Background: an optimization exercise with open tools, aiming at small area, a short achievable clock period and few clock cycles. Do not read the settings as production practice.
At most, simulation tests tie the RTL to the original design; equivalence was not proved.
The RTL of runs 3 and 4 was laid out without a check of its function.
Power and IR drop assume default switching activity.

$ cat design.v
module gsm7_c2s (
    input  wire [15:0] cu,
    output wire        def_hit,
    output wire        esc_hit,
    output wire [6:0]  sept
);
    wire [7:0] hi = cu[15:8];
    wire [7:0] lo = cu[7:0];
    wire h00 = (hi == 8'h00);
    wire h03 = (hi == 8'h03);
    wire h20 = (hi == 8'h20);
    wire id;
    assign id = (lo[3] & ~lo[4] & ~lo[7]) | (~lo[3] & lo[4] & ~lo[7]) | (lo[0] & ~lo[4] & ~lo[7]) | (lo[3] & ~lo[6] & ~lo[7]) | (lo[1] & ~lo[4] & ~lo[7]) | (~lo[1] & ~lo[2] & lo[3] & ~lo[7]) | (lo[2] & ~lo[3] & lo[6] & ~lo[7]) | (~lo[0] & ~lo[2] & lo[3] & ~lo[7]) | (~lo[2] & ~lo[6] & ~lo[7]);
    wire [6:0] x;
    assign x[0] = (lo[0] & lo[1] & lo[2] & ~lo[7]) | (~lo[1] & lo[3] & ~lo[6]) | (~lo[1] & ~lo[3] & lo[5] & lo[6]) | (lo[0] & lo[1] & ~lo[4] & ~hi[0]) | (~lo[1] & ~lo[2] & ~lo[5] & lo[7]) | (lo[0] & ~lo[1] & lo[2] & lo[5]) | (lo[2] & ~lo[4] & lo[5] & lo[6]) | (lo[0] & ~lo[3] & lo[4]) | (lo[0] & lo[3] & ~lo[4]) | (~lo[0] & lo[1] & lo[5] & ~lo[7]) | (~lo[0] & ~lo[1] & lo[3] & ~lo[5] & ~lo[7]) | (~lo[0] & ~lo[1] & lo[2] & ~lo[4] & lo[6]);
    assign x[1] = (~lo[1] & lo[2] & lo[6] & lo[7]) | (~lo[1] & lo[3] & ~lo[5] & lo[6]) | (~lo[0] & ~lo[4] & hi[0]) | (lo[0] & lo[2] & ~lo[4] & lo[5]) | (lo[2] & lo[3] & ~lo[5] & lo[7]) | (~lo[6] & ~lo[7]) | (~lo[2] & ~lo[3] & ~lo[5] & hi[0]) | (lo[0] & ~lo[1] & ~lo[2] & lo[3] & lo[4]) | (~lo[2] & ~lo[3] & ~lo[4] & lo[5] & lo[6]);
    assign x[2] = (~lo[1] & lo[3] & lo[5] & lo[7]) | (~lo[0] & lo[1] & lo[2] & ~hi[0]) | (lo[0] & ~lo[1] & lo[6] & lo[7]) | (~lo[1] & lo[2] & lo[3] & ~lo[5]) | (~lo[0] & ~lo[2] & ~lo[4] & lo[5]) | (lo[1] & ~lo[2] & lo[3] & ~lo[5]) | (~lo[0] & ~lo[6] & lo[7] & ~hi[0]) | (lo[2] & lo[4] & lo[6] & lo[7]) | (lo[1] & lo[2] & ~lo[4] & ~lo[6] & ~hi[0]);
    assign x[3] = (~lo[3] & lo[6] & lo[7]) | (~lo[1] & lo[3] & ~lo[5]) | (~lo[0] & lo[3] & lo[4] & lo[7]) | (lo[0] & ~lo[2] & ~lo[7]) | (lo[0] & ~lo[1] & ~lo[7]) | (lo[1] & lo[5] & lo[6]) | (lo[1] & lo[6] & lo[7]) | (lo[1] & lo[2] & ~lo[4] & ~hi[0]) | (lo[0] & ~lo[3] & lo[5] & hi[0]);
    assign x[4] = (hi[0]) | (~lo[0] & lo[1] & lo[2]) | (lo[0] & lo[4] & ~lo[5]) | (~lo[0] & ~lo[1] & ~lo[3] & lo[6] & lo[7]) | (lo[2] & lo[4] & lo[6] & lo[7]) | (lo[0] & ~lo[3] & lo[4]) | (lo[0] & ~lo[2] & ~lo[5]) | (lo[1] & lo[2] & ~lo[4] & lo[5]);
    assign x[5] = (lo[2] & lo[4] & lo[5] & lo[7]) | (~lo[0] & ~lo[1] & ~lo[3] & lo[5] & lo[7] & ~hi[0]) | (lo[0] & lo[5] & ~lo[7]) | (~lo[1] & lo[4] & ~lo[5] & ~lo[7]) | (lo[3] & ~lo[6] & ~hi[0]) | (lo[0] & ~lo[2] & ~lo[7]) | (lo[1] & lo[5] & ~lo[7]) | (~lo[1] & ~lo[3] & lo[4] & lo[5]);
    assign x[6] = (~lo[0] & lo[2] & lo[4] & lo[6] & lo[7]) | (~lo[1] & ~lo[2] & ~lo[3] & lo[7] & ~hi[0]) | (lo[3] & ~lo[6] & ~hi[0]) | (~lo[0] & ~lo[1] & ~lo[3] & lo[6] & lo[7]) | (lo[0] & lo[1] & lo[2] & lo[5]) | (~lo[0] & ~lo[1] & lo[3] & lo[5] & ~lo[7]);
    assign sept = id ? lo[6:0] : x;
    wire d0, g3, e0;
    assign d0 = (~lo[0] & lo[1] & ~lo[2] & lo[3] & ~lo[4] & ~lo[7]) | (lo[0] & ~lo[1] & lo[2] & lo[3] & ~lo[4] & ~lo[7]) | (lo[5] & ~lo[6] & ~lo[7]) | (lo[0] & ~lo[3] & ~lo[4] & lo[5] & ~lo[6]) | (~lo[0] & ~lo[1] & ~lo[4] & lo[5] & lo[6] & lo[7]) | (lo[0] & ~lo[1] & ~lo[2] & lo[3] & ~lo[4] & lo[6]) | (~lo[1] & lo[2] & ~lo[3] & ~lo[4] & lo[5]) | (lo[0] & lo[1] & lo[2] & lo[3] & lo[4] & lo[5] & ~lo[6]) | (lo[0] & ~lo[1] & ~lo[2] & ~lo[3] & lo[4] & lo[6]) | (~lo[0] & lo[1] & lo[2] & ~lo[3] & lo[6]) | (lo[2] & ~lo[3] & ~lo[4] & ~lo[5] & lo[6]) | (~lo[0] & ~lo[1] & lo[3] & lo[4] & lo[6] & lo[7]) | (lo[0] & lo[1] & lo[2] & lo[3] & lo[4] & ~lo[5] & lo[6]) | (~lo[0] & lo[1] & ~lo[3] & lo[4] & lo[5] & lo[6]) | (lo[1] & ~lo[4] & lo[6] & ~lo[7]) | (~lo[3] & lo[4] & lo[6] & ~lo[7]) | (~lo[0] & ~lo[2] & lo[3] & lo[6] & ~lo[7]) | (lo[0] & ~lo[1] & ~lo[2] & lo[6] & ~lo[7]) | (lo[3] & ~lo[4] & lo[6] & ~lo[7]) | (~lo[3] & ~lo[5] & lo[6] & ~lo[7]) | (~lo[1] & ~lo[2] & lo[3] & lo[5] & lo[6]);
    assign g3 = (~lo[0] & ~lo[1] & ~lo[2] & ~lo[4] & lo[5] & ~lo[6] & lo[7]) | (lo[0] & lo[1] & ~lo[2] & ~lo[3] & ~lo[4] & lo[5] & ~lo[6] & lo[7]) | (~lo[0] & lo[1] & lo[2] & ~lo[3] & ~lo[4] & lo[5] & ~lo[6] & lo[7]) | (~lo[1] & ~lo[2] & lo[3] & ~lo[4] & lo[5] & ~lo[6] & lo[7]) | (lo[0] & lo[1] & ~lo[2] & lo[4] & ~lo[5] & ~lo[6] & lo[7]) | (~lo[0] & ~lo[1] & ~lo[2] & lo[3] & lo[4] & ~lo[5] & ~lo[6] & lo[7]) | (~lo[0] & ~lo[1] & lo[2] & ~lo[3] & lo[4] & ~lo[5] & ~lo[6] & lo[7]) | (~lo[0] & lo[1] & lo[2] & lo[3] & lo[4] & ~lo[5] & ~lo[6] & lo[7]);
    assign e0 = (lo[0] & lo[1] & ~lo[2] & lo[3] & lo[4] & lo[6] & ~lo[7]) | (~lo[1] & lo[2] & lo[3] & lo[4] & lo[6] & ~lo[7]) | (~lo[0] & lo[2] & lo[3] & lo[4] & lo[6] & ~lo[7]);
    assign def_hit = (h00 & d0) | (h03 & g3);
    assign esc_hit = (h00 & e0) | (h20 & (lo == 8'hAC));
endmodule
module gsm7_s2c (
    input  wire        esc,
    input  wire [6:0]  sept,
    output wire [15:0] cu,
    output wire        esc_ok
);
    wire id;
    assign id = (~sept[0] & sept[1] & ~sept[2] & sept[3] & ~sept[4]) | (sept[0] & ~sept[1] & sept[2] & sept[3] & ~sept[4]) | (sept[1] & ~sept[3] & sept[5]) | (sept[3] & sept[5] & ~sept[6] & ~esc) | (sept[3] & ~sept[4] & sept[6]) | (~sept[3] & sept[4] & sept[6]) | (sept[0] & ~sept[4] & sept[6] & ~esc) | (~sept[3] & sept[4] & sept[5]) | (~sept[0] & ~sept[2] & sept[3] & sept[6]) | (sept[2] & ~sept[3] & sept[6] & ~esc) | (sept[0] & sept[5] & ~sept[6] & ~esc) | (sept[0] & ~sept[1] & ~sept[2] & sept[6]) | (sept[1] & ~sept[4] & sept[6]) | (~sept[2] & sept[5] & ~sept[6] & ~esc);
    wire [15:0] x;
    assign x[0] = (sept[0] & ~sept[2] & ~sept[3]) | (~sept[0] & sept[1] & sept[2] & ~sept[4]) | (~sept[1] & sept[2] & ~sept[3] & sept[4] & ~esc) | (~sept[0] & ~sept[1] & ~sept[2] & sept[3] & sept[4]) | (~sept[0] & sept[3] & esc) | (sept[0] & ~sept[1] & ~sept[4] & ~sept[6]) | (sept[1] & sept[2] & sept[3] & ~sept[6] & ~esc) | (~sept[4] & sept[6] & ~esc) | (sept[0] & ~sept[1] & sept[3] & sept[6]) | (sept[0] & sept[2] & ~sept[5] & sept[6]);
    assign x[1] = (~sept[0] & ~sept[1] & sept[2] & sept[4]) | (sept[0] & sept[1] & sept[2] & ~sept[5] & sept[6]) | (~sept[0] & ~sept[2] & sept[3]) | (sept[0] & ~sept[2] & ~sept[3] & sept[4]) | (sept[0] & ~sept[1] & ~sept[2] & ~sept[4] & ~esc) | (sept[0] & ~sept[1] & sept[2] & sept[3] & ~sept[6]) | (~sept[2] & ~sept[3] & sept[5]) | (sept[1] & ~sept[2] & sept[4] & ~sept[6]) | (~sept[0] & sept[3] & sept[4] & ~sept[5] & ~sept[6]);
    assign x[2] = (sept[0] & ~sept[1] & sept[3] & ~sept[4]) | (~sept[1] & ~sept[2] & ~sept[3] & sept[4]) | (sept[1] & ~sept[5] & sept[6]) | (~sept[0] & sept[1] & sept[3]) | (~sept[3] & esc) | (~sept[0] & sept[5] & ~esc) | (sept[0] & sept[1] & sept[2] & ~sept[4]) | (~sept[0] & sept[1] & ~sept[2]) | (sept[0] & ~sept[1] & sept[2] & sept[3] & ~sept[6]) | (~sept[0] & sept[2] & sept[3] & sept[4] & ~sept[5]) | (sept[0] & ~sept[2] & sept[6]) | (sept[1] & ~sept[2] & ~sept[3] & ~sept[4]);
    assign x[3] = (esc) | (sept[0] & sept[2] & ~sept[3]) | (~sept[0] & sept[1] & sept[3] & sept[4]) | (sept[0] & ~sept[1] & ~sept[2] & sept[4]) | (sept[2] & ~sept[3] & ~sept[4] & ~sept[5]) | (~sept[2] & ~sept[3] & sept[5]) | (sept[1] & ~sept[2] & sept[3] & ~sept[6]) | (~sept[1] & sept[2] & ~sept[4] & ~sept[5]) | (~sept[1] & sept[2] & ~sept[3] & ~sept[5]) | (sept[1] & sept[3] & sept[4] & ~sept[6]);
    assign x[4] = (~sept[0] & sept[1] & sept[2] & ~sept[3] & ~sept[4]) | (~sept[0] & ~sept[1] & ~sept[3] & sept[4]) | (~sept[0] & sept[1] & sept[3] & sept[4]) | (~sept[1] & sept[3] & sept[5]) | (sept[0] & ~sept[2] & sept[4] & ~sept[6]) | (~sept[1] & sept[3] & sept[6]) | (~sept[0] & ~sept[1] & sept[3] & ~sept[4]) | (~sept[0] & esc) | (sept[1] & esc) | (~sept[2] & ~sept[3] & sept[5]) | (sept[1] & ~sept[2] & sept[3] & ~sept[6]);
    assign x[5] = (sept[0] & ~sept[3] & ~sept[4]) | (~sept[0] & sept[1] & ~sept[3]) | (~sept[0] & ~sept[1] & ~sept[2] & sept[3]) | (sept[0] & ~sept[1] & sept[2] & ~sept[6]) | (sept[0] & sept[1] & sept[2] & sept[6]) | (sept[5] & ~esc) | (~sept[4] & sept[6]) | (~sept[1] & sept[2] & ~sept[4]) | (~sept[2] & esc) | (sept[0] & sept[2] & ~sept[3]) | (sept[0] & sept[2] & ~sept[4] & ~sept[5]);
    assign x[6] = (sept[3] & ~sept[4]) | (sept[0] & ~sept[1] & ~sept[2] & ~sept[3] & sept[4]) | (sept[4] & sept[5]) | (~sept[0] & sept[2] & sept[3]) | (sept[2] & ~sept[4] & ~sept[5]) | (~sept[0] & esc) | (~sept[1] & sept[2] & sept[3]) | (sept[0] & ~sept[2] & sept[6]) | (sept[2] & sept[3] & ~sept[6]) | (~sept[0] & ~sept[1] & ~sept[2] & ~sept[4] & ~sept[6]);
    assign x[7] = (sept[6] & ~esc) | (sept[2] & ~esc) | (sept[3] & ~esc) | (sept[0] & ~sept[3] & ~sept[4]) | (sept[1] & ~sept[2] & sept[4]) | (~sept[0] & sept[4] & ~esc);
    assign x[8] = (sept[1] & ~sept[3] & sept[4]) | (~sept[0] & ~sept[2] & sept[4]) | (sept[2] & ~sept[3] & sept[4] & ~esc) | (~sept[1] & ~sept[2] & sept[3] & sept[4]);
    assign x[9] = (sept[1] & ~sept[3] & sept[4]) | (~sept[0] & ~sept[2] & sept[4]) | (sept[2] & ~sept[3] & sept[4] & ~esc) | (~sept[1] & ~sept[2] & sept[3] & sept[4]);
    assign x[10] = 1'b0;
    assign x[11] = 1'b0;
    assign x[12] = 1'b0;
    assign x[13] = (sept[0] & ~sept[4] & sept[6]);
    assign x[14] = 1'b0;
    assign x[15] = 1'b0;
    assign cu = id ? {9'd0, sept} : x;
    assign esc_ok = (~sept[0] & ~sept[1] & ~sept[2] & ~sept[3] & ~sept[4] & ~sept[5] & sept[6]) | (sept[0] & ~sept[1] & sept[2] & ~sept[3] & ~sept[4] & sept[5] & sept[6]) | (~sept[1] & ~sept[2] & sept[3] & ~sept[4] & sept[5] & ~sept[6]) | (sept[0] & sept[1] & sept[2] & sept[3] & ~sept[4] & sept[5] & ~sept[6]) | (~sept[0] & sept[2] & sept[3] & sept[4] & sept[5] & ~sept[6]) | (~sept[0] & ~sept[1] & sept[2] & ~sept[3] & sept[4] & ~sept[5] & ~sept[6]) | (~sept[1] & sept[2] & sept[3] & sept[4] & sept[5] & ~sept[6]);
endmodule
module gsm7_codec (
    input  wire        clk,
    input  wire        rst,
    input  wire        cmd_valid,
    output wire        cmd_ready,
    input  wire        cmd_dec,       
    input  wire [2:0]  cmd_pad,       
    input  wire [8:0]  cmd_len,       
    input  wire        in_valid,
    output wire        in_ready,
    input  wire [15:0] in_data,
    output reg         out_valid,
    output wire [15:0] out_data,
    output reg         done,
    output wire        done_err,
    output wire [8:0]  done_pos,
    output wire        done_escp
);
    localparam [6:0] ESC_MARK = 7'h1B;
    reg         busy;        
    reg         fresh;       
    reg         dec;         
    reg         cmd_rdy;
    reg         in_rdy;
    reg         fin;         
    reg  [8:0]  cnt;         
    reg         zw;          
    reg  [15:0] w;           
    reg         v0, v1;      
    reg         wesc;        
    reg         half;        
    reg  [2:0]  n;           
    reg  [6:0]  acc;         
    reg         esc;
    reg         err;
    reg  [8:0]  pos;         
    reg  [7:0]  out_lo;      
    reg         out_g;       
    reg         out_e;       
    assign cmd_ready = cmd_rdy;
    assign in_ready  = in_rdy;
    assign done_err  = err;
    assign done_pos  = pos;
    assign done_escp = esc;
    assign out_data  = {2'b00, out_e, 3'b000, out_g, out_g, out_lo};
    wire cmd_acc = cmd_valid & cmd_rdy;
    wire in_acc  = in_valid & in_rdy;
    wire        c_def;
    wire [6:0]  c_sept;
    gsm7_c2s u_c2s (.cu(w), .def_hit(c_def), .esc_hit(), .sept(c_sept));
    wire        e_tok  = busy && !dec && v0;             
    wire        e_two  = e_tok && wesc && !half;          
    wire        e_cons = e_tok && !e_two;                 
    wire [6:0]  e_sept = !e_tok ? 7'd0 : e_two ? ESC_MARK : c_sept;
    wire [14:0] e_comb = {8'd0, acc} | ({8'd0, e_sept} << n);
    wire        e_emit = e_tok && (n != 3'd0);            
    wire        e_lastt = e_cons && (cnt == 9'd0);        
    wire        e_left = (n != 3'd1);
    wire        e_done = fin || (e_lastt && !(e_emit && e_left));
    wire        e_out  = fin ? (n != 3'd0) : (e_emit || e_lastt);
    wire [7:0]  il = in_data[7:0];
    wire        in_esc = ((in_data[15:8] == 8'h00) &&
                          (il == 8'h5B || il == 8'h5C || il == 8'h5D || il == 8'h5E ||
                           il == 8'h7B || il == 8'h7C || il == 8'h7D || il == 8'h7E)) ||
                         (in_data == 16'h20AC);
    wire [15:0] d_win  = w >> n;
    wire [6:0]  d_sept = d_win[6:0];
    wire        d_ext  = busy && dec && (cnt != 9'd0) && v0 && (n <= 3'd1 || v1);
    wire        d_shift = d_ext && (n != 3'd0);           
    wire        d_mark = (d_sept == ESC_MARK);
    wire [15:0] d_cu;
    wire        d_eok;
    gsm7_s2c u_s2c (.esc(esc), .sept(d_sept), .cu(d_cu), .esc_ok(d_eok));
    wire        d_bad  = d_ext && !d_mark && esc && !d_eok;
    wire        d_out  = d_ext && !d_mark;
    wire        d_lastt = d_ext && (cnt == 9'd1);
    wire        d_done = d_lastt || (zw && in_acc) || (fin && dec);
    wire        a0 = d_shift ? v1 : v0;
    wire        a1 = d_shift ? 1'b0 : v1;
    wire        to1 = in_acc && a0;                       
    wire        fin_done = dec ? d_done : e_done;
    wire        busy_n = cmd_acc || (busy && !fin_done);
    wire [8:0]  cnt_n  = cmd_acc ? cmd_len :
                         (!dec && in_acc) || d_ext ? cnt - 9'd1 : cnt;
    wire [2:0]  n_n    = cmd_acc ? cmd_pad :
                         (e_tok || d_ext) ? n - 3'd1 : n;
    wire        dec_n  = cmd_acc ? cmd_dec : dec;
    wire        v0_n   = !cmd_acc && (dec ? (a0 || in_acc) : ((v0 && !e_cons) || in_acc));
    wire        v1_n   = !cmd_acc && dec && (a1 || to1);
    wire        c_ge1 = (cnt != 9'd0);
    wire        c_ge2 = (cnt[8:1] != 8'd0);
    wire        c_ge3 = (cnt[8:2] != 7'd0) || (cnt[1:0] == 2'd3);
    wire        c_ge4 = (cnt[8:2] != 7'd0);
    wire        nz_n  = d_ext ? c_ge2 : c_ge1;
    wire        ge3_n = d_ext ? c_ge4 : c_ge3;
    wire        eq2_n = d_ext ? (c_ge3 && !c_ge4) : (c_ge2 && !c_ge3);
    wire        eq1_n = d_ext ? (c_ge2 && !c_ge3) : (c_ge1 && !c_ge2);
    wire [2:0]  p_n   = d_ext ? n - 3'd1 : n;
    wire        dn_need = !a0 ? nz_n :
                          ge3_n || (eq2_n && (!a1 || p_n > 3'd2)) || (eq1_n && !a1 && p_n >= 3'd2);
    wire        dn_rdy  = busy && !d_lastt && !fin && (zw || dn_need) && (!(a0 && a1) || p_n != 3'd0);
    wire        da_need = ge3_n || (eq2_n && (!a0 || p_n > 3'd2)) || (eq1_n && !a0 && p_n >= 3'd2);
    wire        da_rdy  = !zw && da_need && (!a0 || p_n != 3'd0);
    wire        en_rdy  = busy && c_ge1;
    wire        ea_rdy  = (cnt != 9'd1) && !in_esc;
    wire        new_rdy = (cmd_len != 9'd0) || (cmd_dec && cmd_pad != 3'd0);
    wire        zw_n    = cmd_acc ? (cmd_dec && cmd_len == 9'd0 && cmd_pad != 3'd0) :
                          (zw && !in_acc);
    wire        fin_n   = cmd_acc ? (cmd_len == 9'd0 && !(cmd_dec && cmd_pad != 3'd0)) :
                          (e_lastt && e_emit && e_left);
    wire        end_n   = fin_n ||
                          (!cmd_acc && dec && !d_lastt && !fin && eq1_n &&
                           (in_acc ? (a0 || p_n <= 3'd1) : (a0 && (a1 || p_n <= 3'd1))));
    wire        rdy_n   = cmd_acc ? new_rdy :
                          in_acc  ? (dec ? da_rdy : ea_rdy) :
                                    (dec ? dn_rdy : en_rdy);
    always @(posedge clk) begin
        if (rst) begin
            busy      <= 1'b0;
            cmd_rdy   <= 1'b0;
            in_rdy    <= 1'b0;
            fin       <= 1'b0;
            v0        <= 1'b0;
            v1        <= 1'b0;
            out_valid <= 1'b0;
            done      <= 1'b0;
        end else begin
            busy      <= busy_n;
            cmd_rdy   <= !busy_n || end_n;
            in_rdy    <= rdy_n;
            v0        <= busy_n && v0_n;
            v1        <= busy_n && v1_n;
            fin       <= fin_n;
            out_valid <= dec ? d_out : e_out;
            done      <= busy && fin_done;
        end
    end
    always @(posedge clk) begin
        dec  <= dec_n;
        cnt  <= cnt_n;
        n    <= n_n;
        zw   <= zw_n;
        half <= e_two;
        fresh <= cmd_acc;
        if (in_acc) wesc <= in_esc;
        if (in_acc) begin
            if (!dec || !to1) w[7:0] <= in_data[7:0];
            if (!dec)         w[15:8] <= in_data[15:8];
            else if (to1)     w[15:8] <= in_data[7:0];
        end else if (d_shift) begin
            w[7:0] <= w[15:8];
        end
        if (in_acc && dec && !to1 && d_shift) w[7:0] <= in_data[7:0];
        if (in_acc && dec && to1 && d_shift) w[7:0] <= w[15:8];
        if (cmd_acc)
            acc <= 7'd0;
        else if (e_tok)
            acc <= (n != 3'd0) ? e_comb[14:8] : e_comb[6:0];
        out_lo <= dec ? d_cu[7:0] : e_comb[7:0];
        out_g  <= dec && d_cu[8];
        out_e  <= dec && d_cu[13];
        if (fresh) begin
            esc <= 1'b0;
            err <= 1'b0;
            pos <= 9'h1FF;
        end else begin
            if (d_ext) esc <= d_mark;
            if ((e_cons && !(c_def || wesc)) || d_bad) err <= 1'b1;
            if (((e_tok && !half) || d_ext) && !err)
                pos <= pos + 9'd1;
        end
    end
endmodule
$ cat flow/run.sh
#!/bin/bash
# Own flow: the standard flow, with the port buffers made from the
# smallest buffer cell instead of the default choice.
set -euo pipefail
# the standard synthesis, unchanged
bash standard.sh synth > synth.log 2>&1
# the rest of the standard flow
bash standard.sh 'BUFFER_PORTS_ARGS=-buffer_cell sky130_fd_sc_hd__buf_1' finish > layout.log 2>&1
$ cat standard.sh
#!/bin/bash
# synth_recipe.tcl (not shown) runs the flow's synth.tcl, then flattens the netlist and writes it again
# the make line also repeats each setting of config.mk as NAME=value (left out here)
make -C /OpenROAD-flow-scripts/flow DESIGN_CONFIG=/design/flow/config.mk WORK_HOME=/design/flow/orfs CLKGATE_MAP_FILE= SYNTH_SCRIPT=/design/flow/synth_recipe.tcl "${@:-finish}"
$ cat config.mk
export PLATFORM = sky130hd
export DESIGN_NAME = gsm7_codec
export DESIGN_NICKNAME = gsm7_codec
export VERILOG_FILES = /design/flow/design.v
export SDC_FILE = /design/flow/constraint.sdc
export NUM_CORES = 4
export LEC_CHECK = 0
export ABC_AREA = 1
export CAP_MARGIN = 20
export CORE_MARGIN = 5
export CORE_UTILIZATION = 25
export CTS_BUF_LIST = sky130_fd_sc_hd__clkbuf_4 sky130_fd_sc_hd__clkbuf_8
export CTS_CLUSTER_SIZE = 30
export SETUP_SLACK_MARGIN = 5
export SLEW_MARGIN = 20
$ cat constraint.sdc
create_clock -name core_clock -period 8.0 [get_ports {clk}]
set_input_delay 1.6000 -clock core_clock [delete_from_list [all_inputs] [get_ports {clk}]]
set_output_delay 1.6000 -clock core_clock [all_outputs]
set_load 0.01 [all_outputs]
==> results of run 1 <==
[per-layer routing]
layer	up-vias	track usage	wire [um]
li1	3377	-	-
met1	3059	0.1924	8652
met2	373	0.2287	8931
met3	75	0.02845	1737
met4	0	0.05898	738
met5	-	0	0
[logic make-up (layout without fill, tap and decap cells)]
family | Yosys count | after routing | share of synthesized area
buf+inv | 152 | 226 | 0.1118
fa+ha+maj | 7 | 7 | 0.01466
xor+xnor | 4 | 4 | 0.005864
flops | 69 | 69 | 0.2814
compound gates | 209 | 210 | 0.2138
simple gates | 509 | 509 | 0.3719
other cells | 1 | 5 | 0.0006275
[how the worst min path moves through the flow]
| stage | endpoint | slack (ps) |
|---|---|---|
| after detailed placement | pos[8] | 480 |
| after global placement | pos[8] | 470 |
| after global routing | pos[8] | 540 |
| after CTS | pos[8] | 500 |
| final | pos[8] | 490 |
| after floorplan | err | 450 |
[final cells by class]
type	instances	area share
Timing Repair inverter	2	0.001422
Sequential cell	69	0.2389
Tap cell	319	0.05671
Clock buffer	9	0.01760
Multi-Input combinational cell	735	0.5333
Timing Repair Buffer	112	0.09049
Clock inverter	7	0.007111
Inverter	96	0.05440
[metrics by stage]
step                        util  power (mW)
after floorplan                -      0.6820
after global placement    0.2688      0.7634
after detailed placement  0.2688      0.7603
after CTS                 0.2837       1.044
after global routing      0.2998       1.143
final                     0.2998       1.075
[registers in the layout (all words and copies together) (netlist names)]
| name | flops |
|---|---|
| busy | 1 |
| dec | 1 |
| esc | 1 |
| out_e | 1 |
| zw | 1 |
| in_rdy | 1 |
| done | 1 |
| out_valid | 1 |
| v1 | 1 |
| out_lo | 8 |
| cnt | 9 |
| w | 16 |
| fin | 1 |
| wesc | 1 |
| v0 | 1 |
| pos | 9 |
| half | 1 |
| cmd_rdy | 1 |
| fresh | 1 |
| err | 1 |
| acc | 7 |
| n | 3 |
| out_g | 1 |
[worst reg2reg max path: stages, from the launching register on]
cell and delay, ps:
edfxtp_1 510, buf_2 220, o21ai_0 270, o21ai_2 130, o21ai_4 340, clkinvlp_4 230, buf_4 200, nand2_1 80
inv_1 70, nand2_1 80, o21ai_2 90, nor2_8 240, nand3_1 130, nand3_1 90, nand2_1 50
[synth_stat cells (all sizes together), types with 3 or more instances]
cell type / count
a211oi: 7
a21oi: 55
a31oi: 7
buf: 40
clkbuf: 16
clkinv: 3
dfxtp: 39
edfxtp: 30
ha: 7
inv: 93
nand2: 240
nand3: 94
nand4: 14
nor2: 108
nor3: 30
nor4: 11
o2111ai: 3
o211ai: 13
o21ai: 93
o21bai: 5
o22ai: 8
o31ai: 6
or2: 8
xnor2: 3
[where the power goes]
group          leakage, nW  total, mW  switching (mW)  internal, mW
combinational         2.17      0.394           0.264         0.130
clock               0.0837      0.266           0.152         0.113
sequential           0.595      0.416          0.0198         0.396
total                 2.85       1.08           0.436         0.639
[what timing repair did]
action                                  CTS  global route
buffers inserted                         15            38
endpoints found under the setup margin   69            45
pin swaps                                 1             4
gates cloned                              2             1
gates resized for setup                  10            17
endpoints found under the hold margin     0             0
==> summary.txt, run 1 <==
Fmax: 352.7 MHz
critical path startpoint: n[0]
CTS tree: yes
CP Class: reg -> reg
P&R area growth vs syn: 17.78%
CTS Sinks: 69
endpoints failing setup: 0
Fin. Hold Viols: 0
PortBufs: 58
Area after DPL: 6310 sq um
Synthesis Warnings: 1
Final Skew: 13.42 ps
RSZ-0062 raised after global routing: no
share of the synthesized area in the top cell type: 0.1508
r2r worst-path depth: 14
share of cells above drive strength 1: 0.1282
WHS: 492.0 ps
Starting DRT DRC Count: 769
number of global-route vias before repair: 6388
Synth area leader: edfxtp_1
register area share after synthesis: 0.2814
Max FO, Critical Path: 11
Reg clk slew, reported paths: 80 ps
Hold Buf Count CTS: 0
Power Density: 152.8 nW/um^2
Final WS setup: 5165 ps
hold depth: 2
syn_area_per_cell: 6.284 sq um
overflow left after global routing: 0
initial antenna violation count: 0
worst r2r src: n[0]
number of synthesized flops with an enable pin: 30
Hold Path Origin: pos[8]
Final Non-Filler Cells: 1349
critical-path cell list: buf_2, o21ai_0, o21ai_2, o21ai_4, clkinvlp_4, buf_4, nand2_1, inv_1, nand2_1, o21ai_2, nor2_8, nand3_1, nand3_1, nand2_1
first-pass GRT wire length: 32.04 mm
die extent in x: 164.6 um
Top Ports: 64
Die H: 164.6 um
Max-Cap Viols: 0
residual DRC count: 0
clock buffer depth: 2
fraction of registers with async set/reset: 0
dpl hpwl: 14.10 mm
CP required: 8260 ps
Syn Inst Count: 951
die area: 27090 sq um
Worst setup SP type: flip-flop
fill count: 2620
period utilization: 0.3544
Synth area leaders: edfxtp_1 15%, nand2_1 15%, dfxtp_1 13%
Main synth FF type: dfxtp_1
# H-tree levels: 3
mean routed wirelength per cell: 14.87 um
hold crit path type: reg -> reg
worst-margin pin slew: 713.3 ps
footprint of the multi-input gates: 3754 sq um
max incr delay on CP: 510 ps
critical path data arrival time: 3090 ps
GRT Util Overall: 0.1443
Nets: 1065
CP bufs+invs: 4
largest net degree at the start of global routing: 24
cell count after placement: 1277
FF-to-FF End: out_lo[6]
post-synth cell types: 59
later-pin clock latency in the skew report: 370 ps
WP depth: 14
run status: no timing/DRC/antenna violations
Mapped Area: 5976 sq um
WL final: 20.06 mm
Via-to-Cell Ratio: 5.103
Num CTS Buffers: 9
Max-Slew Margin vs Limit: 0.5239
Initial DRT Pass Iterations: 6
most frequent CP cell: nand2_1
final antenna-violating net count: 0
slowest cell on the critical path: edfxtp_1
Final Wtd Congestion: 1.009
total number of vias: 6884
FF-to-FF setup slack: 5160 ps
Pleak: 2.847 nW
Initial Util: 0.2546
Sequential Area: 1682 sq um
most common cell after layout, fill and taps aside: nand2_1
VDD IR-drop max: 162.5 uV
synthesized flop and latch total: 69
CP top delay family: compound AO/OA/AOI/OAI gates
pre-CTS setup slack: 4114 ps
most frequent cells in the layout: 235 x nand2_1, 99 x nor2_1, 91 x nand3_1, 77 x o21ai_0, 74 x inv_1
Max Slew Vio Count: 0
clk root buf: clkbuf_8
num rows: 56
setup tns final: 0 ps
Setup crit end: out_lo[6]
Critical Path End Type: flip-flop
Final Cell Area: 7038 sq um
total core area: 23470 sq um
Final min period: 2835 ps
ant diodes: 0
Testbench counts, summed over its fixed seeds: cycles 15,854.
==> inputs of run 2 (changes only) <==
--- a/config.mk
+++ b/config.mk
@@ -7,4 +7,5 @@
 export LEC_CHECK = 0
 export ABC_AREA = 1
+export ABC_CLOCK_PERIOD_IN_PS = 2500
 export CAP_MARGIN = 20
 export CORE_MARGIN = 5
==> run 2 against run 1 <==
  * Clock power hardly changed
  * Synthesized area stayed put
  * Still clean on timing, DRC and antenna
  * Worst setup slack stayed put
  * Clock skew stayed put
  * Combinational power hardly changed
  * Maximum frequency stayed put
  * Non-clock buffer count stayed put
  * Via count stayed put
  * Highest routed layer unchanged
  * Cell area stayed put
  * Die area stayed put
==> summary.txt, run 2 <==
run status: no timing/DRC/antenna violations
Critical Path End Type: flip-flop
Fmax: 352.7 MHz
most frequent cells in the layout: 235 x nand2_1, 99 x nor2_1, 91 x nand3_1, 77 x o21ai_0, 74 x inv_1
Top Registers: w x16, cnt x9, pos x9
Top reg by flops: w
critical path data arrival time: 3090 ps
Main synth FF type: dfxtp_1
RSZ-0062 raised after global routing: no
synthesized flop and latch total: 69
Mapped Area: 5976 sq um
PortBufs: 58
VDD IR-drop max: 162.5 uV
XOR/XNOR Fraction of Synth Area: 0.005863
mean routed wirelength per cell: 14.87 um
Synth area leader: edfxtp_1
fraction of registers with async set/reset: 0
# H-tree levels: 3
Final Skew: 13.42 ps
CP Class: reg -> reg
die extent in x: 164.6 um
Hold Buf Count CTS: 0
Syn Inst Count: 951
Initial DRT Pass Iterations: 6
number of synthesized flops with an enable pin: 30
most common cell after layout, fill and taps aside: nand2_1
Die H: 164.6 um
Max-Cap Viols: 0
Via-to-Cell Ratio: 5.103
Simple-Gate Fraction of Synth Area: 0.3719
residual DRC count: 0
total core area: 23470 sq um
WL final: 20.06 mm
Pleak: 2.847 nW
CTS tree: yes
share of cells above drive strength 1: 0.1282
Final Wtd Congestion: 1.009
max reg flops: 16
setup tns final: 0 ps
GRT Util Overall: 0.1443
Worst setup SP type: flip-flop
worst-margin pin slew: 713.3 ps
CP required: 8260 ps
Num CTS Buffers: 9
dpl hpwl: 14.10 mm
Power Density: 152.8 nW/um^2
mux contribution to synthesized area: 0
endpoints failing setup: 0
Reg clk slew, reported paths: 80 ps
later-pin clock latency in the skew report: 370 ps
P&R area growth vs syn: 17.78%
period utilization: 0.3544
Max-Slew Margin vs Limit: 0.5239
hold depth: 2
Area after DPL: 6310 sq um
count leader, synth: nand2_1
initial antenna violation count: 0
clk root buf: clkbuf_8
post-synth cell types: 59
post-synthesis adder-cell area fraction: 0.01466
Synthesis Warnings: 1
num rows: 56
first-pass GRT wire length: 32.04 mm
Top Ports: 64
Synth area leaders: edfxtp_1 15%, nand2_1 15%, dfxtp_1 13%
largest net degree at the start of global routing: 24
Synth Area in Compound Gates: 0.2138
overflow left after global routing: 0
largest family of logic cells by synthesized area: simple AND/OR/NAND/NOR gates
register area share after synthesis: 0.2814
Starting DRT DRC Count: 769
Fin. Hold Viols: 0
Max Slew Vio Count: 0
Max FO, Critical Path: 11
number of global-route vias before repair: 6388
Final Cell Area: 7038 sq um
CTS Sinks: 69
hold crit path type: reg -> reg
top cells by count, synth: 236 x nand2_1, 101 x nor2_1, 93 x nand3_1, 79 x inv_1, 79 x o21ai_0
ant diodes: 0
Initial Util: 0.2546
syn_area_per_cell: 6.284 sq um
final antenna-violating net count: 0
r2r worst-path depth: 14
die area: 27090 sq um
share of the synthesized area in the top cell type: 0.1508
clock buffer depth: 2
total number of vias: 6884
Nets: 1065
Final min period: 2835 ps
==> run 2: stage by stage <==
stage | hold slack (ps) | setup WS [ps] | util | total power [mW] | cells
6_report | 492.0 | 5165 | 0.2998 | 1.075 | 1349
5_1_grt | 541.1 | 4961 | 0.2998 | 1.143 | 1349
4_1_cts | 501.6 | 5001 | 0.2837 | 1.044 | 1310
3_5_place_dp | 484.5 | 4114 | 0.2688 | 0.7603 | 1277
3_3_place_gp | 472.9 | 4140 | 0.2688 | 0.7634 | 1277
2_1_floorplan | 447.7 | 5016 | - | 0.6820 | 955
==> run 2: metal layers <==
metal  GRT usage  routed length [um]  vias up  part of all wire
met5           0                   0        -                 0
met4     0.05898                 738        0             0.037
met3     0.02845                1737       75             0.087
met2      0.2287                8931      373              0.45
met1      0.1924                8652     3059              0.43
li1            -                   -     3377                 -
==> run 2: layout make-up <==
type | instances | area (sq um)
repair buffers | 112 | 636.9
flip-flops and latches | 69 | 1682
repair inverters | 2 | 10.01
clock buffers | 9 | 123.9
clock inverters | 7 | 50.05
multi-input cells | 735 | 3754
well taps | 319 | 399.1
fillers | 2620 | 16430
inverters | 96 | 382.9
==> run 2: where the power goes <==
| part | leakage [nW] | switching, mW | internal [mW] |
|---|---|---|---|
| Sequential | 0.595 | 0.0198 | 0.396 |
| Combinational | 2.17 | 0.264 | 0.130 |
| Clock | 0.0837 | 0.152 | 0.113 |
| Total | 2.85 | 0.436 | 0.639 |
==> run 2: critical path, cell delays in order (launching register included) <==
cell,delay [ps]
edfxtp_1,510
buf_2,220
o21ai_0,270
o21ai_2,130
o21ai_4,340
clkinvlp_4,230
buf_4,200
nand2_1,80
inv_1,70
nand2_1,80
o21ai_2,90
nor2_8,240
nand3_1,130
nand3_1,90
nand2_1,50
==> run 2: what timing repair did <==
action                     4_1_cts  5_1_grt
setup endpoints to repair       69       45
buffers inserted                15       38
gates resized for setup         10       17
gates cloned                     2        1
pin swaps                        1        4
==> run 2: logic make-up (layout without fill, tap and decap cells) <==
kind of cell,count (synthesis),count (layout)
AOI/OAI and AO/OA,209,210
xor gates and xnor gates,4,4
adders and majority gates,7,7
buffers and inverters,152,226
DFF,69,69
other,1,5
and+or+nand+nor,509,509
==> run 2: worst paths after layout <==
path,slack [ps],from,to
setup / recovery,5160,n[0],out_lo[6]
hold / removal,490,pos[8],pos[8]
hold reg to reg,490,pos[8],pos[8]
setup reg to reg,5160,n[0],out_lo[6]
==> inputs of run 3 (changes only) <==
--- a/design.v
+++ b/design.v
@@ -82,10 +82,9 @@
     reg         fin;         
     reg  [8:0]  cnt;         
-    reg         zw;          
     reg  [15:0] w;           
-    reg         v0, v1;      
+    reg         v0;          
     reg         wesc;        
     reg         half;        
-    reg  [2:0]  n;           
+    reg  [3:0]  n;           
     reg  [6:0]  acc;         
     reg         esc;
@@ -103,17 +102,16 @@
     wire cmd_acc = cmd_valid & cmd_rdy;
     wire in_acc  = in_valid & in_rdy;
-    wire        c_def;
-    wire [6:0]  c_sept;
-    gsm7_c2s u_c2s (.cu(w), .def_hit(c_def), .esc_hit(), .sept(c_sept));
+    wire        i_def;
+    wire [6:0]  i_sept;
+    gsm7_c2s u_c2s (.cu(in_data), .def_hit(i_def), .esc_hit(), .sept(i_sept));
     wire        e_tok  = busy && !dec && v0;             
     wire        e_two  = e_tok && wesc && !half;          
     wire        e_cons = e_tok && !e_two;                 
-    wire [6:0]  e_sept = !e_tok ? 7'd0 : e_two ? ESC_MARK : c_sept;
-    wire [14:0] e_comb = {8'd0, acc} | ({8'd0, e_sept} << n);
-    wire        e_emit = e_tok && (n != 3'd0);            
+    wire [6:0]  e_sept = !e_tok ? 7'd0 : e_two ? ESC_MARK : w[6:0];
+    wire        e_emit = e_tok && (n[2:0] != 3'd0);       
     wire        e_lastt = e_cons && (cnt == 9'd0);        
-    wire        e_left = (n != 3'd1);
+    wire        e_left = (n[2:0] != 3'd1);
     wire        e_done = fin || (e_lastt && !(e_emit && e_left));
-    wire        e_out  = fin ? (n != 3'd0) : (e_emit || e_lastt);
+    wire        e_out  = fin ? (n != 4'd0) : (e_emit || e_lastt);
     wire [7:0]  il = in_data[7:0];
     wire        in_esc = ((in_data[15:8] == 8'h00) &&
@@ -121,52 +119,60 @@
                            il == 8'h7B || il == 8'h7C || il == 8'h7D || il == 8'h7E)) ||
                          (in_data == 16'h20AC);
-    wire [15:0] d_win  = w >> n;
-    wire [6:0]  d_sept = d_win[6:0];
-    wire        d_ext  = busy && dec && (cnt != 9'd0) && v0 && (n <= 3'd1 || v1);
-    wire        d_shift = d_ext && (n != 3'd0);           
+    wire [6:0]  d_sept = acc;
+    wire        d_ext  = busy && dec && (cnt != 9'd0) && (n >= 4'd7);
+    wire        d_real = d_ext && !half;                  
     wire        d_mark = (d_sept == ESC_MARK);
     wire [15:0] d_cu;
     wire        d_eok;
     gsm7_s2c u_s2c (.esc(esc), .sept(d_sept), .cu(d_cu), .esc_ok(d_eok));
-    wire        d_bad  = d_ext && !d_mark && esc && !d_eok;
-    wire        d_out  = d_ext && !d_mark;
-    wire        d_lastt = d_ext && (cnt == 9'd1);
+    wire        d_bad  = d_real && !d_mark && esc && !d_eok;
+    wire        d_out  = d_real && !d_mark;
+    wire        d_lastt = d_real && (cnt == 9'd1);
+    wire        zw     = dec && half && (cnt == 9'd0);    
     wire        d_done = d_lastt || (zw && in_acc) || (fin && dec);
-    wire        a0 = d_shift ? v1 : v0;
-    wire        a1 = d_shift ? 1'b0 : v1;
-    wire        to1 = in_acc && a0;                       
+    wire [3:0]  d_n1   = d_ext ? n - 4'd7 : n;            
+    wire        d_load = busy && dec && v0 && (d_n1 <= 4'd7);
+    wire [14:0] d_base = d_ext ? {7'd0, w[15:8]} : {w[15:8], acc};
+    wire [7:0]  s_data = dec ? (d_load ? w[7:0] : 8'd0) : {1'b0, e_sept};
+    wire [14:0] s_base = dec ? d_base : {8'd0, acc};
+    wire [14:0] comb   = s_base | ({7'd0, s_data} << d_n1[2:0]);
     wire        fin_done = dec ? d_done : e_done;
     wire        busy_n = cmd_acc || (busy && !fin_done);
     wire [8:0]  cnt_n  = cmd_acc ? cmd_len :
-                         (!dec && in_acc) || d_ext ? cnt - 9'd1 : cnt;
-    wire [2:0]  n_n    = cmd_acc ? cmd_pad :
-                         (e_tok || d_ext) ? n - 3'd1 : n;
+                         (!dec && in_acc) || d_real ? cnt - 9'd1 : cnt;
+    wire [3:0]  dn_n   = d_load ? d_n1 + 4'd8 : d_n1;
+    wire [3:0]  n_n    = cmd_acc ? (!cmd_dec ? {1'b0, cmd_pad} :
+                                    (cmd_pad == 3'd0) ? 4'd0 : 4'd7 - {1'b0, cmd_pad}) :
+                         dec ? dn_n :
+                         e_tok ? {1'b0, n[2:0] - 3'd1} : n;
+    wire        half_n = cmd_acc ? (cmd_dec && cmd_pad != 3'd0) :
+                         dec ? (half && !d_ext) : e_two;
     wire        dec_n  = cmd_acc ? cmd_dec : dec;
-    wire        v0_n   = !cmd_acc && (dec ? (a0 || in_acc) : ((v0 && !e_cons) || in_acc));
-    wire        v1_n   = !cmd_acc && dec && (a1 || to1);
+    wire        v0_n   = !cmd_acc && ((v0 && !(dec ? d_load : e_cons)) || in_acc);
     wire        c_ge1 = (cnt != 9'd0);
     wire        c_ge2 = (cnt[8:1] != 8'd0);
     wire        c_ge3 = (cnt[8:2] != 7'd0) || (cnt[1:0] == 2'd3);
     wire        c_ge4 = (cnt[8:2] != 7'd0);
-    wire        nz_n  = d_ext ? c_ge2 : c_ge1;
-    wire        ge3_n = d_ext ? c_ge4 : c_ge3;
-    wire        eq2_n = d_ext ? (c_ge3 && !c_ge4) : (c_ge2 && !c_ge3);
-    wire        eq1_n = d_ext ? (c_ge2 && !c_ge3) : (c_ge1 && !c_ge2);
-    wire [2:0]  p_n   = d_ext ? n - 3'd1 : n;
-    wire        dn_need = !a0 ? nz_n :
-                          ge3_n || (eq2_n && (!a1 || p_n > 3'd2)) || (eq1_n && !a1 && p_n >= 3'd2);
-    wire        dn_rdy  = busy && !d_lastt && !fin && (zw || dn_need) && (!(a0 && a1) || p_n != 3'd0);
-    wire        da_need = ge3_n || (eq2_n && (!a0 || p_n > 3'd2)) || (eq1_n && !a0 && p_n >= 3'd2);
-    wire        da_rdy  = !zw && da_need && (!a0 || p_n != 3'd0);
+    wire        c_ge5 = (cnt[8:3] != 6'd0) || (cnt[2:0] > 3'd4);
+    wire        k_ge1 = d_real ? c_ge2 : (c_ge1 || half_n);
+    wire        k_ge2 = d_real ? c_ge3 : (c_ge2 || (c_ge1 && half_n));
+    wire        k_ge3 = d_real ? c_ge4 : (c_ge3 || (c_ge2 && half_n));
+    wire        k_ge4 = d_real ? c_ge5 : (c_ge4 || (c_ge3 && half_n));
+    function need(input [4:0] have);
+        need = k_ge4 || (k_ge3 && have < 5'd21) || (k_ge2 && have < 5'd14) ||
+               (k_ge1 && have < 5'd7);
+    endfunction
+    wire        v0_keep = v0 && !d_load;
+    wire        dn_rdy  = busy && !d_done && need({1'b0, dn_n} + (v0_keep ? 5'd8 : 5'd0)) &&
+                          (!v0_keep || dn_n <= 4'd14);
+    wire        da_rdy  = !zw && need({1'b0, dn_n} + 5'd8) && (dn_n <= 4'd14);
     wire        en_rdy  = busy && c_ge1;
     wire        ea_rdy  = (cnt != 9'd1) && !in_esc;
     wire        new_rdy = (cmd_len != 9'd0) || (cmd_dec && cmd_pad != 3'd0);
-    wire        zw_n    = cmd_acc ? (cmd_dec && cmd_len == 9'd0 && cmd_pad != 3'd0) :
-                          (zw && !in_acc);
     wire        fin_n   = cmd_acc ? (cmd_len == 9'd0 && !(cmd_dec && cmd_pad != 3'd0)) :
                           (e_lastt && e_emit && e_left);
+    wire        eq1_n   = d_real ? (c_ge2 && !c_ge3) : (c_ge1 && !c_ge2);
     wire        end_n   = fin_n ||
-                          (!cmd_acc && dec && !d_lastt && !fin && eq1_n &&
-                           (in_acc ? (a0 || p_n <= 3'd1) : (a0 && (a1 || p_n <= 3'd1))));
+                          (!cmd_acc && dec && !d_done && eq1_n && !half_n && dn_n >= 4'd7);
     wire        rdy_n   = cmd_acc ? new_rdy :
                           in_acc  ? (dec ? da_rdy : ea_rdy) :
@@ -179,5 +185,4 @@
             fin       <= 1'b0;
             v0        <= 1'b0;
-            v1        <= 1'b0;
             out_valid <= 1'b0;
             done      <= 1'b0;
@@ -187,5 +192,4 @@
             in_rdy    <= rdy_n;
             v0        <= busy_n && v0_n;
-            v1        <= busy_n && v1_n;
             fin       <= fin_n;
             out_valid <= dec ? d_out : e_out;
@@ -194,25 +198,23 @@
     end
     always @(posedge clk) begin
-        dec  <= dec_n;
-        cnt  <= cnt_n;
-        n    <= n_n;
-        zw   <= zw_n;
-        half <= e_two;
+        dec   <= dec_n;
+        cnt   <= cnt_n;
+        n     <= n_n;
+        half  <= half_n;
         fresh <= cmd_acc;
         if (in_acc) wesc <= in_esc;
-        if (in_acc) begin
-            if (!dec || !to1) w[7:0] <= in_data[7:0];
-            if (!dec)         w[15:8] <= in_data[15:8];
-            else if (to1)     w[15:8] <= in_data[7:0];
-        end else if (d_shift) begin
-            w[7:0] <= w[15:8];
+        if (in_acc) w[7:0] <= dec ? in_data[7:0] : {i_def || in_esc, i_sept};
+        if (cmd_acc) begin
+            w[15:8] <= 8'd0;
+            acc     <= 7'd0;
+        end else if (dec) begin
+            if (busy) begin
+                w[15:8] <= comb[14:7];
+                acc     <= comb[6:0];
+            end
+        end else begin
+            if (e_tok) acc <= (n[2:0] != 3'd0) ? comb[14:8] : comb[6:0];
         end
-        if (in_acc && dec && !to1 && d_shift) w[7:0] <= in_data[7:0];
-        if (in_acc && dec && to1 && d_shift) w[7:0] <= w[15:8];
-        if (cmd_acc)
-            acc <= 7'd0;
-        else if (e_tok)
-            acc <= (n != 3'd0) ? e_comb[14:8] : e_comb[6:0];
-        out_lo <= dec ? d_cu[7:0] : e_comb[7:0];
+        out_lo <= dec ? d_cu[7:0] : comb[7:0];
         out_g  <= dec && d_cu[8];
         out_e  <= dec && d_cu[13];
@@ -222,7 +224,7 @@
             pos <= 9'h1FF;
         end else begin
-            if (d_ext) esc <= d_mark;
-            if ((e_cons && !(c_def || wesc)) || d_bad) err <= 1'b1;
-            if (((e_tok && !half) || d_ext) && !err)
+            if (d_real) esc <= d_mark;
+            if ((e_cons && !w[7]) || d_bad) err <= 1'b1;
+            if (((e_tok && !half) || d_real) && !err)
                 pos <= pos + 9'd1;
         end
--- a/config.mk
+++ b/config.mk
@@ -6,6 +6,5 @@
 export NUM_CORES = 4
 export LEC_CHECK = 0
-export ABC_AREA = 1
-export ABC_CLOCK_PERIOD_IN_PS = 2500
+export ABC_CLOCK_PERIOD_IN_PS = 3000
 export CAP_MARGIN = 20
 export CORE_MARGIN = 5
==> run 3 against run 2 <==
  * Cell area grew 15%
  * Clock skew is essentially flat
  * Global-route usage shrank 0.55 points
  * Combinational power grew 28%
  * Largest cell class unchanged
  * Largest power group is now combinational cells
==> summary.txt, run 3 <==
run status: no timing/DRC/antenna violations
CTS tree: yes
critical-path cell list: buf_1, o31ai_4, or2_2, o211ai_1, buf_4, a211oi_2, a311oi_1, nor4_1, a211oi_1
count leader, synth: nand2_1
initial antenna violation count: 0
Num CTS Buffers: 9
Power Density: 157.5 nW/um^2
Worst setup SP type: input pin
Synth Area in Compound Gates: 0.3441
Initial Util: 0.2514
Nets: 979
Top Ports: 64
WHS: 464.7 ps
mean routed wirelength per cell: 17.45 um
max incr delay on CP: 320 ps
Via-to-Cell Ratio: 5.608
Fmax: 328.5 MHz
P&R area growth vs syn: 29.17%
Main synth FF type: dfxtp_1
Synthesis Warnings: 1
largest family of logic cells by synthesized area: compound AO/OA/AOI/OAI gates
Max FO, Critical Path: 4
most common cell after layout, fill and taps aside: nand2_1
number of global-route vias before repair: 6087
setup tns final: 0 ps
share of cells above drive strength 1: 0.2119
Max Slew Vio Count: 0
fraction of registers with async set/reset: 0
worst r2r src: cnt[0]
top cells by count, synth: 79 x nand2_1, 78 x nor2_1, 74 x a21oi_1, 74 x o21ai_0, 55 x clkbuf_1
Pwr Total: 1.277 mW
WL final: 22.15 mm
total core area: 24960 sq um
residual DRC count: 0
final antenna-violating net count: 0
FF-to-FF setup slack: 5010 ps
die area: 28370 sq um
Fin. Hold Viols: 0
largest net degree at the start of global routing: 36
pre-CTS setup slack: 4128 ps
clock buffer depth: 2
worst hold path endpoint: w[12]
mux contribution to synthesized area: 0.03429
Die H: 168.4 um
later-pin clock latency in the skew report: 370 ps
worst-margin pin slew: 921.3 ps
synthesized flop and latch total: 68
Pleak: 2.853 nW
period utilization: 0.3805
Final Skew: 13.75 ps
GRT Util Overall: 0.1388
FF-to-FF End: in_rdy
first-pass GRT wire length: 32.99 mm
Final min period: 3044 ps
most frequent cells in the layout: 77 x nand2_1, 76 x nor2_1, 69 x a21oi_1, 67 x buf_4, 63 x o21ai_0
Starting DRT DRC Count: 926
number of synthesized flops with an enable pin: 23
CP top delay family: compound AO/OA/AOI/OAI gates
post-synth cell types: 85
Simple-Gate Fraction of Synth Area: 0.2448
register area share after synthesis: 0.2536
ant diodes: 0
hold depth: 2
PortBufs: 58
syn_area_per_cell: 7.332 sq um
Mapped Area: 6276 sq um
Final Wtd Congestion: 0.8705
Top Registers: w x16, cnt x9, pos x9
die extent in x: 168.4 um
num rows: 58
endpoints failing setup: 0
VDD IR-drop max: 85.56 uV
Top reg by flops: w
overflow left after global routing: 0
Initial DRT Pass Iterations: 7
Synth area leader: dfxtp_1
slowest cell on the critical path: o31ai_4
# H-tree levels: 3
Hold Path Origin: w[12]
share of the synthesized area in the top cell type: 0.1435
cell count after placement: 1178
Max-Slew Margin vs Limit: 0.3850
max reg flops: 16
RSZ-0062 raised after global routing: yes
Final WS setup: 4956 ps
CTS Sinks: 68
Synth area leaders: dfxtp_1 14%, edfxtp_1 11%, a21oi_1 5.9%
clk root buf: clkbuf_8
Hold Buf Count CTS: 0
hold crit path type: reg -> reg
fill count: 2660
total number of vias: 7117
Critical Path End Type: flip-flop
post-synthesis adder-cell area fraction: 0.02392
Syn Inst Count: 856
dpl hpwl: 13.96 mm
r2r worst-path depth: 12
CP required: 8250 ps
CP bufs+invs: 2
XOR/XNOR Fraction of Synth Area: 0.02352
Max-Cap Viols: 0
Reg clk slew, reported paths: 70 ps
Final Non-Filler Cells: 1269
critical path data arrival time: 3300 ps
CP Class: in -> reg
footprint of the multi-input gates: 4567 sq um
Sequential Area: 1593 sq um
-- run 3: cell types whose count changed after synthesis, moves of 13 or more --
| cell | before | now |
|---|---|---|
| inv_2 | 13 | 0 |
| clkbuf_1 | 15 | 55 |
| inv_1 | 79 | 26 |
| nor2b_1 | 0 | 14 |
| nand2_1 | 236 | 79 |
| nand3_1 | 93 | 27 |
| a21oi_1 | 52 | 74 |
| nor2_1 | 101 | 78 |
| nand2b_1 | 0 | 21 |
-- run 3: what timing repair did --
item                                    CTS  global route
gates cloned                              1             9
setup buffers                            15            49
pin swaps                                 5            36
resized for setup                        42            86
endpoints found under the setup margin   62            32
-- run 3: kinds of logic after synthesis --
| logic type | after synthesis |
|---|---|
| flip-flops | 68 |
| adder cells (fa/ha/maj) | 12 |
| AND/OR/NAND/NOR | 311 |
| buffers and inverters | 113 |
| multiplexers | 18 |
| XOR/XNOR | 16 |
| other | 1 |
| AO/OA/AOI/OAI | 317 |
-- run 3: worst max path at each step --
| stage | endpoint | slack, ps | depth (start not counted) | from |
|---|---|---|---|---|
| floorplan | w[5] | 4790 | 9 | in_data[1] |
| global placement | in_rdy | 4170 | 8 | in_data[1] |
| detailed placement | in_rdy | 4130 | 8 | in_data[1] |
| CTS | in_rdy | 4980 | 9 | in_data[6] |
| global route | in_rdy | 4900 | 10 | cmd_valid |
| finish | in_rdy | 4960 | 9 | cmd_pad[0] |
-- run 3: cell type report --
cell class                      count  share of cell area
Clock buffer                       12             0.01806
Sequential cell                    68              0.1965
Tap cell                          330             0.05093
Timing Repair inverter              1           0.0006174
Inverter                           31             0.01605
Multi-Input combinational cell    679              0.5634
Clock inverter                      4            0.009106
Timing Repair Buffer              144              0.1454
-- run 3: worst reg2reg max path, stage by stage (launching register included) --
cell	delay (ps)
edfxtp_1	410
inv_2	110
ha_4	160
or4b_4	530
o2111ai_1	230
xnor2_1	210
nand2b_4	230
inv_1	70
ha_1	320
and2_1	140
a311oi_1	230
nor4_1	90
a211oi_1	170
-- run 3: per-layer routing --
| metal | share of wire | track usage | routed length, um | vias up |
|---|---|---|---|---|
| li1 | - | - | - | 3362 |
| met1 | 0.44 | 0.1991 | 9691 | 3282 |
| met2 | 0.45 | 0.2098 | 9898 | 410 |
| met3 | 0.084 | 0.02184 | 1864 | 63 |
| met4 | 0.031 | 0.05081 | 691 | 0 |
| met5 | 0 | 0 | 0 | - |
-- run 3: report_power, final --
group	total, mW	switching [mW]	internal, mW
Combinational	0.503	0.294	0.209
Sequential	0.449	0.0504	0.399
Clock	0.325	0.139	0.186
Total	1.28	0.484	0.794
-- run 3: through the flow --
stage | utilization | instance area (sq um)
final | 0.3247 | 8107
after CTS | 0.2894 | 7224
after global routing | 0.3247 | 8107
after global placement | 0.2683 | 6698
after floorplan | - | 6355
after detailed placement | 0.2683 | 6698
==> inputs of run 4 (changes only) <==
==> flow/run.sh (replaced) <==
#!/bin/bash
set -euo pipefail
# the standard synthesis, unchanged
bash standard.sh synth > synth.log 2>&1
# the rest of the standard flow
bash standard.sh 'BUFFER_PORTS_ARGS=-buffer_cell sky130_fd_sc_hd__buf_1' \
    SETUP_SLACK_MARGIN=5.3 finish > layout.log 2>&1
==> run 4 against run 3 <==
  * Count of clock-buffer cells in the layout unchanged
  * Die area did not move
  * Non-clock buffer count is 37 higher
  * Via count is 6.9% higher
  * Register-to-register slack gained 20 ps
  * Hold slack hardly changed
  * Wire length up 9.9%
==> summary.txt, run 4 <==
run status: no timing/DRC/antenna violations
synthesized flop and latch total: 68
overflow left after global routing: 0
share of the synthesized area in the top cell type: 0.1435
CTS tree: yes
CP top delay family: compound AO/OA/AOI/OAI gates
Starting DRT DRC Count: 1195
number of global-route vias before repair: 6910
Max FO, Critical Path: 4
die extent in x: 168.4 um
initial antenna violation count: 0
CP Class: reg -> reg
total core area: 24960 sq um
RSZ-0062 raised after global routing: yes
Top Registers: w x16, cnt x9, pos x9
Main synth FF type: dfxtp_1
Reg clk slew, reported paths: 80 ps
post-synthesis adder-cell area fraction: 0.02392
number of synthesized flops with an enable pin: 23
worst r2r src: cnt[0]
later-pin clock latency in the skew report: 370 ps
slowest cell on the critical path: or4b_4
Initial Util: 0.2514
Pwr Total: 1.308 mW
Synth area leader: dfxtp_1
Max-Slew Margin vs Limit: 0.4061
setup tns final: 0 ps
Final Cell Area: 8792 sq um
Final min period: 2975 ps
critical path data arrival time: 3250 ps
register area share after synthesis: 0.2536
syn_area_per_cell: 7.332 sq um
Max-Cap Viols: 0
Synth area leaders: dfxtp_1 14%, edfxtp_1 11%, a21oi_1 5.9%
mean routed wirelength per cell: 18.67 um
fraction of registers with async set/reset: 0
first-pass GRT wire length: 37.65 mm
endpoints failing setup: 0
hold crit path type: reg -> reg
worst-margin pin slew: 889.8 ps
Power Density: 148.8 nW/um^2
# H-tree levels: 3
Area after DPL: 6815 sq um
Pleak: 3.145 nW
period utilization: 0.3718
CTS Sinks: 68
post-synth cell types: 85
VDD IR-drop max: 74.32 uV
Hold Buf Count CTS: 0
Final Skew: 11.30 ps
fin util: 0.3522
largest net degree at the start of global routing: 33
Top reg by flops: w
clock buffer depth: 2
Fin. Hold Viols: 0
Top Ports: 64
total number of vias: 7609
CP bufs+invs: 2
fill count: 2521
Synth Area in Compound Gates: 0.3441
Synthesis Warnings: 1
Nets: 1016
Final Wtd Congestion: 0.9023
max reg flops: 16
CP required: 8280 ps
dpl hpwl: 14.34 mm
clk root buf: clkbuf_8
Simple-Gate Fraction of Synth Area: 0.2448
Syn Inst Count: 856
WL final: 24.35 mm
Hold Path Origin: w[11]
Num CTS Buffers: 9
Critical Path End Type: flip-flop
max incr delay on CP: 510 ps
Initial DRT Pass Iterations: 6
num rows: 58
critical path startpoint: cnt[0]
residual DRC count: 0
most common cell after layout, fill and taps aside: buf_4
PortBufs: 58
Fmax: 336.2 MHz
Mapped Area: 6276 sq um
top cells by count, synth: 79 x nand2_1, 78 x nor2_1, 74 x a21oi_1, 74 x o21ai_0, 55 x clkbuf_1
XOR/XNOR Fraction of Synth Area: 0.02352
GRT Util Overall: 0.1586
ant diodes: 0
Max Slew Vio Count: 0
Worst setup SP type: flip-flop
most frequent cells in the layout: 84 x buf_4, 73 x nand2_1, 73 x nor2_1, 67 x a21oi_1, 52 x o21ai_0
mux contribution to synthesized area: 0.03429
Via-to-Cell Ratio: 5.835
die area: 28370 sq um
final antenna-violating net count: 0
count leader, synth: nand2_1
largest family of logic cells by synthesized area: compound AO/OA/AOI/OAI gates
P&R area growth vs syn: 40.09%
critical-path cell list: inv_2, ha_4, or4b_4, o2111a_2, o31a_4, buf_4, a211oi_1, o22ai_2, a311oi_2
Die H: 168.4 um
share of cells above drive strength 1: 0.2772
==> run 4: cell count changes in the layout (fill, tap and decap cells not counted), sizes merged <==
| cell | delta |
|---|---|
| bufinv | -1 |
| clkinvlp | -2 |
| clkbuf | -4 |
| o31ai | +1 |
| buf | +36 |
| bufbuf | +5 |
==> run 4: layout make-up <==
cell class                 count  area (sq um)  share of cell area
inverter                      31         136.4             0.01551
multi-input combinational    680          4890              0.5561
timing repair buffer         181          1560              0.1775
clock inverter                 2         35.03            0.003985
tap                          330         412.9             0.04696
clock buffer                  12         158.9             0.01807
sequential                    68          1599              0.1819
==> run 4: kinds of logic (layout without fill, tap and decap cells) <==
family          Yosys count  in the layout
fa+ha+maj                12             12
buf+inv                 113            226
mux                      18             18
xor+xnor                 16             16
flops                    68             68
other cells               1              5
simple gates            311            311
compound gates          317            318
==> run 4: power breakdown <==
part           internal [mW]  switching, mW  leakage [nW]  total (mW)
Sequential             0.399         0.0483         0.589       0.447
Clock                  0.161          0.139         0.102       0.299
Combinational          0.233          0.328          2.45       0.561
==> run 4: stage by stage <==
stage          setup slack [ps]  hold slack [ps]  cells
5_1_grt                    4950            477.2   1304
3_3_place_gp               4377            449.3   1182
2_1_floorplan              4791            420.3    860
4_1_cts                    5108            466.1   1272
6_report                   5025            465.0   1304
3_5_place_dp               4363            454.3   1182
==> run 4: tightest hold or removal path, cell delays in order, from the launching register on <==
cell	delay, ps
dfxtp_1	310
nand3_1	70
nand2_1	50
==> run 4: worst paths after layout <==
kind          endpoint  slack (ps)  cells after the start
max          out_lo[6]        5030                      9
min              w[11]         470                      2
max reg2reg  out_lo[6]        5030                      9
min reg2reg      w[11]         470                      2
==> run 4: per-layer routing <==
| layer | global-route usage | vias up | routed length (um) |
|---|---|---|---|
| li1 | - | 3439 | - |
| met1 | 0.2165 | 3594 | 10050 |
| met2 | 0.2510 | 475 | 11010 |
| met3 | 0.03240 | 101 | 2415 |
| met4 | 0.05116 | 0 | 860 |
| met5 | 0 | - | 0 |
==> run 4: repair_timing <==
| action | CTS | global route |
|---|---|---|
| cloned | 10 | 3 |
| hold endpoints to repair | 0 | 0 |
| setup endpoints to repair | 55 | 40 |
| pin swaps | 50 | 42 |
| buffers inserted | 66 | 29 |
| resized for setup | 132 | 65 |

==> port drivers added, routing unchanged <==
The flow's constraints put no driver on any port. The routed layouts listed below were extracted and timed again, unchanged, in two steps.
Step 1, drivers: a clkbuf_16 drives clk and a buf_2 each remaining input, both assumed.
Step 2 also shifts input and output timing later by t, the mid clock arrival at the registers, as if the neighbouring blocks saw the same clock.
Slacks: ideal / step 1 / step 2; pairs: ideal / step 1.
| run | t (ns) | setup WS [ns] | worst setup path at the end | worst data-port slew with drivers (ns) |
|---|---|---|---|---|
| run 1 | 0.403 | 5.165 / 5.165 / 4.835 | input to register | 0.03 |
| run 2 | 0.403 | 5.165 / 5.165 / 4.835 | input to register | 0.03 |
| run 3 | 0.399 | 4.956 / 4.968 / 4.569 | input to register | 0.04 |
| run 4 | 0.401 | 5.025 / 5.025 / 4.666 | input to register | 0.06 |
After both steps every run listed still meets setup and hold. For run 3, which loses most, drivers alone change the setup slack by +0.012 ns; drivers and shift together by -0.387 ns.
